From an optimization exercise on the open Yosys and OpenROAD flow, aimed at small area; shortcuts taken in it are not production practice.
Only simulation tests tie the RTL to the original design; equivalence was not proved.
Power is estimated from default activity; no workload was simulated.

north:
// nau_ctrl
module nau_ctrl (
    input  wire        clk,
    input  wire        rst,
    input  wire        cmd_valid,
    input  wire [15:0] cmd,
    output wire        cmd_ready,
    output wire        rsp_valid,
    output wire [2:0]  rsp_status,
    output wire [31:0] rsp_data,
    output wire        bus_req_valid,
    output wire [27:0] bus_req,
    input  wire        bus_rsp_valid,
    input  wire        bus_rsp_ok,
    input  wire [1:0]  bus_rsp_errk,
    input  wire [7:0]  bus_rsp_rb0,
    input  wire [7:0]  bus_rsp_rb1,
    input  wire [7:0]  bus_rsp_rb2,
    output wire        dly_req_valid,
    output wire [9:0]  dly_ms,
    input  wire        dly_done
);
    localparam [3:0] OP_NEW     = 4'h1, OP_RESET   = 4'h2, OP_ENABLE   = 4'h3,
                     OP_AVAIL   = 4'h4, OP_READ    = 4'h5, OP_SET_LDO  = 4'h6,
                     OP_GET_LDO = 4'h7, OP_SET_GAIN= 4'h8, OP_GET_GAIN = 4'h9,
                     OP_SET_RATE= 4'hA, OP_GET_RATE= 4'hB, OP_CAL      = 4'hC;
    localparam [4:0]
        S_IDLE = 5'd0,
        S_RR1  = 5'd1,
        S_RR1R = 5'd2,
        S_PWR  = 5'd3,
        S_AVL  = 5'd4,
        S_RD3  = 5'd5,
        S_AVDD = 5'd6,
        S_GL0  = 5'd7,
        S_GAIN = 5'd8,
        S_GG   = 5'd9,
        S_CRS  = 5'd10,
        S_GR   = 5'd11,
        S_CAL  = 5'd12,
        S_REV  = 5'd13,
        S_LDOM = 5'd14,
        S_REF  = 5'd16,
        S_RR0  = 5'd17,
        S_POLL = 5'd18,
        S_CS   = 5'd19,
        S_GL1  = 5'd20,
        S_PUR1 = 5'd22,
        S_PUR2 = 5'd23,
        S_VLDO = 5'd24,
        S_CHPS = 5'd25,
        S_D10  = 5'd26,
        S_CD10 = 5'd27,
        S_PGA  = 5'd29,
        S_D600 = 5'd30,
        S_D1   = 5'd31;
    reg [4:0]  sl;         
    reg        w;          
    reg [9:0]  p;          
    reg [7:0]  t;          
    reg        hvalid;     
    wire       isnew = !hvalid;
  ...
export LEC_CHECK = 0
export CAP_MARGIN = 20
export CORE_MARGIN = 2
export CORE_UTILIZATION = 40
export PLACE_DENSITY = 0.6
export SLEW_MARGIN = 20
create_clock -name core_clock -period 5.0 [get_ports {clk}]
standard.sh (not shown) runs the stock make flow with config.mk's settings and CLKGATE_MAP_FILE= SYNTH_SCRIPT=/design/flow/synth_recipe.tcl, a recipe that flattens the netlist after the stock synthesis.
==> flow/flow/run.sh <==
#!/bin/bash
# Standard layout (standard.sh), except that:
#  - synthesis maps the logic with area-oriented ABC scripts (flow/synth.tcl;
#    the scripts are in flow/abc_scripts.txt, each after a "#script NAME" line)
#    and keeps the smallest result; the flip-flops are mapped before ABC, as in
#    the standard synthesis;
#  - the ports are buffered by the smallest buffer cell;
#  - the clock tree is built from one clock buffer type, without dummy loads;
#  - constant outputs share tie cells;
#  - synthesis buffers are removed at floorplan, placement is not timing-driven,
#    and the core is 60% full.
# make's output is in standard.log, and ORFS's own logs under orfs/logs.
set -euo pipefail
export FLOW_WORK=$PWD
mkdir -p abc_scripts
awk '/^#script / {f = "abc_scripts/" $2; next} {print > f}' flow/abc_scripts.txt
export FLOW_ABC_SCRIPTS="$(ls $PWD/abc_scripts/*.abc | sort | tr '\n' ' ')"
sed "s#SYNTH_SCRIPT=[^ ]*#SYNTH_SCRIPT=$PWD/flow/synth.tcl#" standard.sh > flow_standard.sh
grep -q "SYNTH_SCRIPT=$PWD/flow/synth.tcl" flow_standard.sh
bash flow_standard.sh \
  "BUFFER_PORTS_ARGS=-buffer_cell sky130_fd_sc_hd__buf_1" \
  "CTS_ARGS=-sink_clustering_enable -repair_clock_nets -dont_use_dummy_load -buf_list sky130_fd_sc_hd__clkbuf_8 -root_buf sky130_fd_sc_hd__clkbuf_8" \
  SKIP_REPAIR_TIE_FANOUT=1 REMOVE_ABC_BUFFERS=1 GPL_TIMING_DRIVEN=0 CORE_UTILIZATION=60 \
  finish > standard.log 2>&1
Other scripts of this flow, unchanged in this note and not shown: flow/flow/abc_scripts.txt, flow/flow/synth.tcl
Per the final summary, north finished and its layout is clean on timing, DRC and antenna.
Input-level comparison between south and north:
--- a/flow/flow/run.sh
+++ b/flow/flow/run.sh
@@ -22 +22 @@
-  "CTS_ARGS=-sink_clustering_enable -repair_clock_nets -dont_use_dummy_load -buf_list sky130_fd_sc_hd__clkbuf_8 -root_buf sky130_fd_sc_hd__clkbuf_8" \
+  "CTS_ARGS=-sink_clustering_enable -repair_clock_nets -dont_use_dummy_load -buf_list sky130_fd_sc_hd__clkbuf_8" \
Results
- Changes observed in south relative to north: sequential group power barely changed, part of the Yosys area used for sequential elements barely changed.
- Going from north to south, fraction of area in registers held, proportion of layout cells with a drive suffix above 1 held, wire length held.
- From south to north, worst hold slack across all endpoints did not move at all.
- Worst ir drop on vdd: south vs north identical
- Comparing south against north, there is no change at all in synthesized instance count.
For east, these inputs were changed with respect to south:
--- a/flow/flow/run.sh
+++ b/flow/flow/run.sh
@@ -22 +22 @@
-  "CTS_ARGS=-sink_clustering_enable -repair_clock_nets -dont_use_dummy_load -buf_list sky130_fd_sc_hd__clkbuf_8" \
+  "CTS_ARGS=-sink_clustering_enable -repair_clock_nets -dont_use_dummy_load -buf_list sky130_fd_sc_hd__clkbuf_8 -root_buf sky130_fd_sc_hd__clkbuf_16" \
Results
Relative to south, the relative contribution of combinational cells to total power of east is lower by 2.3 points.
Against south, east reports a global-route usage that is higher.
On east: via count is 0.86% higher than what south gave.
Relative to south, total length of routed wires increased by 45 um in east.
The higher fraction of met1 tracks used by global routing came out of south.

========
Another version of the RTL of nau_ctrl (not shown whole).
Size in the first run: roughly 0.0028 sq mm of cells after synthesis.
clock: 5.0 ns
lec_check: 0
cap_margin: 20
core_margin: 2
core_utilization: 40
place_density: 0.6
slew_margin: 20
run.sh (not shown) runs the stock make flow with config.mk's settings and CLKGATE_MAP_FILE= SYNTH_SCRIPT=/design/flow/synth_recipe.tcl, a recipe that flattens the netlist after the stock synthesis.
Stock flow here: none of the scripts above is used.
Next try:
==> flow/flow/run.sh (new file) <==
#!/bin/bash
# Standard layout (standard.sh), except that:
#  - synthesis maps the logic with an area-oriented ABC script (flow/synth.tcl,
#    flow/area.abc); the flip-flops are mapped before ABC, as in the standard synthesis;
#  - the ports are buffered by the smallest buffer cell;
#  - the clock tree is built from one clock buffer type, without dummy loads;
#  - constant outputs share tie cells;
#  - synthesis buffers are removed at floorplan, placement is not timing-driven,
#    and the core is 60% full.
# make's output is in standard.log, and ORFS's own logs under orfs/logs.
set -euo pipefail
export FLOW_WORK=$PWD
export FLOW_ABC_SCRIPT=$PWD/flow/area.abc
sed "s#SYNTH_SCRIPT=[^ ]*#SYNTH_SCRIPT=$PWD/flow/synth.tcl#" standard.sh > flow_standard.sh
grep -q "SYNTH_SCRIPT=$PWD/flow/synth.tcl" flow_standard.sh
bash flow_standard.sh \
  "BUFFER_PORTS_ARGS=-buffer_cell sky130_fd_sc_hd__buf_1" \
  "CTS_ARGS=-sink_clustering_enable -repair_clock_nets -dont_use_dummy_load -buf_list sky130_fd_sc_hd__clkbuf_8" \
  SKIP_REPAIR_TIE_FANOUT=1 REMOVE_ABC_BUFFERS=1 GPL_TIMING_DRIVEN=0 CORE_UTILIZATION=60 \
  finish > standard.log 2>&1
==> flow/flow/area.abc (new file) <==
strash
dc2
strash
&get -n
&dch -f
&nf -a -R 1000
&put
strash
&get -n
&dch -f
&nf -a -R 1000
&put
==> flow/flow/synth.tcl (new file) <==
# The standard synthesis (synth_recipe.tcl), with ABC mapping the logic by
# the area-oriented script flow/area.abc instead of ORFS's speed script. The
# flip-flops are mapped before ABC runs, so they are the standard synthesis's.
proc abc {args} {
  set a {}
  set skip 0
  foreach x $args {
    if {$skip} { set skip 0; continue }
    if {$x eq "-script" || $x eq "-D"} { set skip 1; continue }
    lappend a $x
  }
  yosys abc -script $::env(FLOW_ABC_SCRIPT) {*}$a
}
source $::env(FLOW_WORK)/synth_recipe.tcl
==> flow/standard.sh (new file) <==
#!/bin/bash
# synth_recipe.tcl (not shown) runs the flow's synth.tcl, then flattens the netlist and writes it again
# the make line also repeats each setting of config.mk as NAME=value (left out here)
make -C /OpenROAD-flow-scripts/flow DESIGN_CONFIG=/design/flow/config.mk WORK_HOME=/design/flow/orfs CLKGATE_MAP_FILE= SYNTH_SCRIPT=/design/flow/synth_recipe.tcl "${@:-finish}"
removed: flow/run.sh
Outcome:
- synthesized area came out lower by 16%
- cell count falls by 18%
- routed wire length decreases by 23%
- worst setup slack gains 110 ps
- design area fell by 31%
- global-route usage climbs by 8.7 points
- die area drops by 42%
- synthesized cell count goes down by 15%
- clock skew is about the same
Next try:
==> flow/flow/run.sh (replaced) <==
#!/bin/bash
# Standard layout (standard.sh), except that:
#  - synthesis maps the logic with an area-oriented ABC script (flow/synth.tcl,
#    flow/area.abc); the flip-flops are mapped before ABC, as in the standard synthesis;
#  - the ports are buffered by the smallest buffer cell.
# Each tool's output is in standard.log (make's), and ORFS's own logs under orfs/logs.
set -euo pipefail
export FLOW_WORK=$PWD
export FLOW_ABC_SCRIPT=$PWD/flow/area.abc
sed "s#SYNTH_SCRIPT=[^ ]*#SYNTH_SCRIPT=$PWD/flow/synth.tcl#" standard.sh > flow_standard.sh
grep -q "SYNTH_SCRIPT=$PWD/flow/synth.tcl" flow_standard.sh
bash flow_standard.sh "BUFFER_PORTS_ARGS=-buffer_cell sky130_fd_sc_hd__buf_1" finish > standard.log 2>&1
==> flow/flow/area.abc (replaced) <==
strash
dc2
strash
dch -f
map -a
strash
dch -f
map -a
topo
dnsize
After rerunning: Clock skew goes down by 6.2 ps. Maximum frequency goes down slightly. Total power goes up by roughly a tenth. Worst setup slack is worse by 27 ps. Hold slack is better by 63 ps.

========
run 1:
Starting RTL as in the previous note.
Settings: LEC_CHECK=0, CAP_MARGIN=20, CORE_MARGIN=2, CORE_UTILIZATION=40, PLACE_DENSITY=0.6, SLEW_MARGIN=20; clock period 5.0 ns.
standard.sh (not shown) runs the stock make flow with config.mk's settings and CLKGATE_MAP_FILE= SYNTH_SCRIPT=/design/flow/synth_recipe.tcl, a recipe that flattens the netlist after the stock synthesis.
==> flow/flow/run.sh <==
#!/bin/bash
# Standard layout, with the ports buffered by the smallest buffer cell.
set -euo pipefail
bash standard.sh "BUFFER_PORTS_ARGS=-buffer_cell sky130_fd_sc_hd__buf_1" finish > standard.log 2>&1
diff inputs: run 1 => run 2
==> flow/flow/run.sh <==
#!/bin/bash
# Standard layout (standard.sh), except that:
#  - synthesis maps the logic with an area-oriented ABC script (flow/synth.tcl,
#    flow/area.abc); the flip-flops are mapped before ABC, as in the standard synthesis;
#  - the ports are buffered by the smallest buffer cell;
#  - the clock tree is built from one clock buffer type, without dummy loads;
#  - constant outputs share tie cells;
#  - synthesis buffers are removed at floorplan, placement is not timing-driven,
#    and the core is 60% full.
# make's output is in standard.log, and ORFS's own logs under orfs/logs.
set -euo pipefail
export FLOW_WORK=$PWD
export FLOW_ABC_SCRIPT=$PWD/flow/area.abc
sed "s#SYNTH_SCRIPT=[^ ]*#SYNTH_SCRIPT=$PWD/flow/synth.tcl#" standard.sh > flow_standard.sh
grep -q "SYNTH_SCRIPT=$PWD/flow/synth.tcl" flow_standard.sh
bash flow_standard.sh \
  "BUFFER_PORTS_ARGS=-buffer_cell sky130_fd_sc_hd__buf_1" \
  "CTS_ARGS=-repair_clock_nets -dont_use_dummy_load -buf_list sky130_fd_sc_hd__clkbuf_16" \
  SKIP_REPAIR_TIE_FANOUT=1 REMOVE_ABC_BUFFERS=1 GPL_TIMING_DRIVEN=0 CORE_UTILIZATION=60 \
  finish > standard.log 2>&1
==> flow/flow/area.abc (new file) <==
strash
dc2
strash
&get -n
&dch -f
&nf -a -R 1000
&put
strash
&get -n
&dch -f
&nf -a -R 1000
&put
==> flow/flow/synth.tcl (new file) <==
# The standard synthesis (synth_recipe.tcl), with ABC mapping the logic by
# the area-oriented script flow/area.abc instead of ORFS's speed script. The
# flip-flops are mapped before ABC runs, so they are the standard synthesis's.
proc abc {args} {
  set a {}
  set skip 0
  foreach x $args {
    if {$skip} { set skip 0; continue }
    if {$x eq "-script" || $x eq "-D"} { set skip 1; continue }
    lappend a $x
  }
  yosys abc -script $::env(FLOW_ABC_SCRIPT) {*}$a
}
source $::env(FLOW_WORK)/synth_recipe.tcl
Compared with run 1, in run 2 upper clock frequency limit now sits lower, via count now sits lower, number of tap cells added at floorplan now sits lower.
### run 2 -> run 3
-- flow/flow/run.sh --
<<< run 2, line 17
  "BUFFER_PORTS_ARGS=-buffer_cell sky130_fd_sc_hd__buf_1" \
  "CTS_ARGS=-repair_clock_nets -dont_use_dummy_load -buf_list sky130_fd_sc_hd__clkbuf_16" \
  SKIP_REPAIR_TIE_FANOUT=1 REMOVE_ABC_BUFFERS=1 GPL_TIMING_DRIVEN=0 CORE_UTILIZATION=60 \
>>> run 3, line 17
  "BUFFER_PORTS_ARGS=-buffer_cell sky130_fd_sc_hd__buf_1" \
  "CTS_ARGS=-sink_clustering_enable -sink_clustering_size 50 -sink_clustering_max_diameter 500 -repair_clock_nets -dont_use_dummy_load -buf_list sky130_fd_sc_hd__clkbuf_8" \
  SKIP_REPAIR_TIE_FANOUT=1 REMOVE_ABC_BUFFERS=1 GPL_TIMING_DRIVEN=0 CORE_UTILIZATION=60 \
[summary]
- Sort run 2 and run 3 by met3 wire length, ascending, and run 3 comes first.
- Overall global routing resource usage: run 3 vs run 2 — no meaningful difference
- Power density over cell area was higher in the run labelled run 2.
- Relative to run 2, final design utilization has decreased by 0.90 points in run 3.
- The higher number of vias per cell came out of run 3.
- Run 2 and run 3 ended up with roughly the same flip-flop and latch count.
### run 3 -> run 4
Settings: ABC_AREA now 1, previously not set; CTS_BUF_LIST now sky130_fd_sc_hd__clkbuf_8, previously not set; CORE_UTILIZATION now 60, was 40.
==> flow/run.sh (new file) <==
#!/bin/bash
# synth_recipe.tcl (not shown) runs the flow's synth.tcl, then flattens the netlist and writes it again
# the make line also repeats each setting of config.mk as NAME=value (left out here)
make -C /OpenROAD-flow-scripts/flow DESIGN_CONFIG=/design/flow/config.mk WORK_HOME=/design/flow/orfs CLKGATE_MAP_FILE= SYNTH_SCRIPT=/design/flow/synth_recipe.tcl finish
removed: flow/flow/run.sh
removed: flow/flow/area.abc
removed: flow/flow/synth.tcl
removed: flow/standard.sh
==> comparison <==
Comparing run 4 and run 3, proportion of synthesized chip area in sequential cells is higher on run 3. Comparing run 4 and run 3, the higher width of the die is on run 4. Looking only at critical path arrival, and setting everything else aside, the higher value of run 4 and run 3 goes to run 4.

========
nau_ctrl again, from the RTL that the note above started with.
==> flow/config.mk <==
export PLATFORM = sky130hd
export DESIGN_NAME = nau_ctrl
export DESIGN_NICKNAME = nau_ctrl
export VERILOG_FILES = /design/flow/design.v
export SDC_FILE = /design/flow/constraint.sdc
export NUM_CORES = 4
export LEC_CHECK = 0
export CAP_MARGIN = 20
export CORE_MARGIN = 2
export CORE_UTILIZATION = 40
export PLACE_DENSITY = 0.6
export SLEW_MARGIN = 20
==> flow/constraint.sdc <==
create_clock -name core_clock -period 5.0 [get_ports {clk}]
set_input_delay 1.0000 -clock core_clock [delete_from_list [all_inputs] [get_ports {clk}]]
set_output_delay 1.0000 -clock core_clock [all_outputs]
set_load 0.01 [all_outputs]
==> flow/flow/run.sh <==
#!/bin/bash
# Standard layout (standard.sh), except that:
#  - synthesis maps the logic with an area-oriented ABC script (flow/synth.tcl,
#    flow/area.abc); the flip-flops are mapped before ABC, as in the standard synthesis;
#  - the ports are buffered by the smallest buffer cell;
#  - the clock tree is built from one clock buffer type, without dummy loads;
#  - constant outputs share tie cells;
#  - synthesis buffers are removed at floorplan, placement is not timing-driven,
#    and the core is 60% full.
# make's output is in standard.log, and ORFS's own logs under orfs/logs.
set -euo pipefail
export FLOW_WORK=$PWD
export FLOW_ABC_SCRIPT=$PWD/flow/area.abc
sed "s#SYNTH_SCRIPT=[^ ]*#SYNTH_SCRIPT=$PWD/flow/synth.tcl#" standard.sh > flow_standard.sh
grep -q "SYNTH_SCRIPT=$PWD/flow/synth.tcl" flow_standard.sh
bash flow_standard.sh \
  "BUFFER_PORTS_ARGS=-buffer_cell sky130_fd_sc_hd__buf_1" \
  "CTS_ARGS=-repair_clock_nets -dont_use_dummy_load -buf_list sky130_fd_sc_hd__clkbuf_8" \
  SKIP_REPAIR_TIE_FANOUT=1 REMOVE_ABC_BUFFERS=1 GPL_TIMING_DRIVEN=0 CORE_UTILIZATION=60 \
  finish > standard.log 2>&1
==> flow/flow/area.abc <==
strash
dc2
strash
&get -n
&dch -f
&nf -a -R 1000
&put
strash
&get -n
&dch -f
&nf -a -R 1000
&put
==> flow/flow/synth.tcl <==
# The standard synthesis (synth_recipe.tcl), with ABC mapping the logic by
# the area-oriented script flow/area.abc instead of ORFS's speed script. The
# flip-flops are mapped before ABC runs, so they are the standard synthesis's.
proc abc {args} {
  set a {}
  set skip 0
  foreach x $args {
    if {$skip} { set skip 0; continue }
    if {$x eq "-script" || $x eq "-D"} { set skip 1; continue }
    lappend a $x
  }
  yosys abc -script $::env(FLOW_ABC_SCRIPT) {*}$a
}
source $::env(FLOW_WORK)/synth_recipe.tcl
Then changed:
--- a/flow/flow/run.sh
+++ b/flow/flow/run.sh
@@ -2,4 +2,5 @@
 # Standard layout (standard.sh), except that:
-#  - synthesis maps the logic with an area-oriented ABC script (flow/synth.tcl,
-#    flow/area.abc); the flip-flops are mapped before ABC, as in the standard synthesis;
+#  - synthesis maps the logic with area-oriented ABC scripts (flow/synth.tcl,
+#    flow/area_*.abc), keeping the smallest result; the flip-flops are mapped
+#    before ABC, as in the standard synthesis;
 #  - the ports are buffered by the smallest buffer cell;
@@ -12,3 +13,3 @@
 export FLOW_WORK=$PWD
-export FLOW_ABC_SCRIPT=$PWD/flow/area.abc
+export FLOW_ABC_SCRIPTS="$(ls $PWD/flow/area_*.abc | tr '\n' ' ')"
 sed "s#SYNTH_SCRIPT=[^ ]*#SYNTH_SCRIPT=$PWD/flow/synth.tcl#" standard.sh > flow_standard.sh
@@ -17,3 +18,3 @@
   "BUFFER_PORTS_ARGS=-buffer_cell sky130_fd_sc_hd__buf_1" \
-  "CTS_ARGS=-repair_clock_nets -dont_use_dummy_load -buf_list sky130_fd_sc_hd__clkbuf_8" \
+  "CTS_ARGS=-sink_clustering_enable -repair_clock_nets -dont_use_dummy_load -buf_list sky130_fd_sc_hd__clkbuf_8" \
   SKIP_REPAIR_TIE_FANOUT=1 REMOVE_ABC_BUFFERS=1 GPL_TIMING_DRIVEN=0 CORE_UTILIZATION=60 \
==> flow/flow/area_b2.abc (new file) <==
strash
dc2
strash
&get -n
&dch -f
&nf -a -R 1000
&put
strash
&get -n
&dch -f
&nf -a -R 1000
&put
==> flow/flow/area_d5.abc (new file) <==
strash
dc2
strash
&get -n
&dch -f
&nf -a -R 1000
&put
strash
dch -f
map -a
strash
&get -n
&dch -f
&nf -a -R 1000
&put
==> flow/flow/area_e1.abc (new file) <==
strash
dc2
strash
&get -n
&dch -f
&nf -a -R 1000
&put
strash
dch -f
map -a
strash
&get -n
&dch -f
&nf -a -R 1000
&put
strash
dch -f
map -a
strash
&get -n
&dch -f
&nf -a -R 1000
&put
==> flow/flow/area_e3.abc (new file) <==
strash
dc2
strash
&get -n
&dch -f
&nf -a -R 1000
&put
strash
dch -f
map -a
strash
dch -f
map -a
strash
&get -n
&dch -f
&nf -a -R 1000
&put
==> flow/flow/area_e4.abc (new file) <==
strash
dc2
strash
&get -n
&dch -f
&nf -a -R 1000
&put
strash
dch -f
map -a
strash
&get -n
&dch -f
&nf -a -R 1000
&put
strash
&get -n
&dch -f
&nf -a -R 1000
&put
==> flow/flow/synth.tcl (replaced) <==
# The standard synthesis (synth_recipe.tcl), with ABC mapping the logic by
# area-oriented scripts instead of ORFS's speed script: each script in
# FLOW_ABC_SCRIPTS maps the same netlist, and the smallest result is kept.
# The flip-flops are mapped before ABC runs, so they are the standard synthesis's.
proc abc {args} {
  set a {}
  set lib {}
  set skip 0
  set prev {}
  foreach x $args {
    if {$prev eq "-liberty"} { set lib $x }
    set prev $x
    if {$skip} { set skip 0; continue }
    if {$x eq "-script" || $x eq "-D"} { set skip 1; continue }
    lappend a $x
  }
  yosys design -save my_pre_abc
  set best {}
  set best_area 1e30
  foreach s $::env(FLOW_ABC_SCRIPTS) {
    yosys design -load my_pre_abc
    yosys abc -script $s {*}$a
    yosys tee -q -o $::env(OBJECTS_DIR)/abc_area.txt stat -liberty $lib
    set f [open $::env(OBJECTS_DIR)/abc_area.txt r]
    set txt [read $f]
    close $f
    if {[regexp {Chip area for module[^:]*:\s*([0-9.]+)} $txt -> area]} {
      puts "ABC script [file tail $s]: area $area"
      if {$area < $best_area} { set best_area $area; set best $s }
    }
  }
  puts "ABC script kept: [file tail $best] ($best_area)"
  yosys design -load my_pre_abc
  yosys abc -script $best {*}$a
}
source $::env(FLOW_WORK)/synth_recipe.tcl
removed: flow/flow/area.abc
Outcome: The new run finished with timing, DRC and antenna clean; hold slack is better by 0.031 ns; non-clock buffer count is unchanged; first-iteration DRC count fell by 13%; clock skew rose by 0.0036 ns.

-- static timing again, ports no longer ideal --
The results above use ideal ports. As a check the final layouts listed here were re-extracted and re-timed, cells and wires unchanged. Step 1: set_driving_cell puts a clkbuf_16 on clk and a buf_2 on each other input, an assumption about the parent block. Step 2 moves the port delays by t, midway between the first and last clock arrival at a register: inputs arrive t later, outputs are due t later. That takes back most of the time a late clock gives input paths. Three values: ideal ports, drivers, drivers and shift; two values: the first two.
| run | shift t [ns] | setup slack, ns | worst setup path after step 2 |
|---|---|---|---|
| north | 0.286 | 1.064 / 1.040 / 1.230 | input to output |
| south | 0.286 | 1.064 / 1.040 / 1.230 | input to output |
| east | 0.279 | 1.078 / 1.050 / 1.231 | input to output |
| the first run of note 2 | 0.307 | 0.820 / 0.790 / 0.819 | input to output |
| the second run of note 2 | 0.293 | 0.930 / 0.905 / 1.198 | register to output |
| the third run of note 2 | 0.300 | 0.903 / 0.873 / 1.173 | register to output |
| run 1 | 0.299 | 1.066 / 1.038 / 1.337 | register to output |
| run 2 | 0.287 | 0.921 / 0.892 / 1.179 | register to output |
| run 3 | 0.293 | 0.930 / 0.905 / 1.198 | register to output |
| run 4 | 0.306 | 0.575 / 0.548 / 0.855 | register to output |
| the first run of note 4 | 0.293 | 0.930 / 0.905 / 1.198 | register to output |
| the second run of note 4 | 0.297 | 0.960 / 0.932 / 1.103 | register to register |
After both steps every run listed still meets setup and hold. The setup slack of the first run of note 2, which loses most, moves by -0.030 ns with the drivers and by -0.001 ns with both steps.
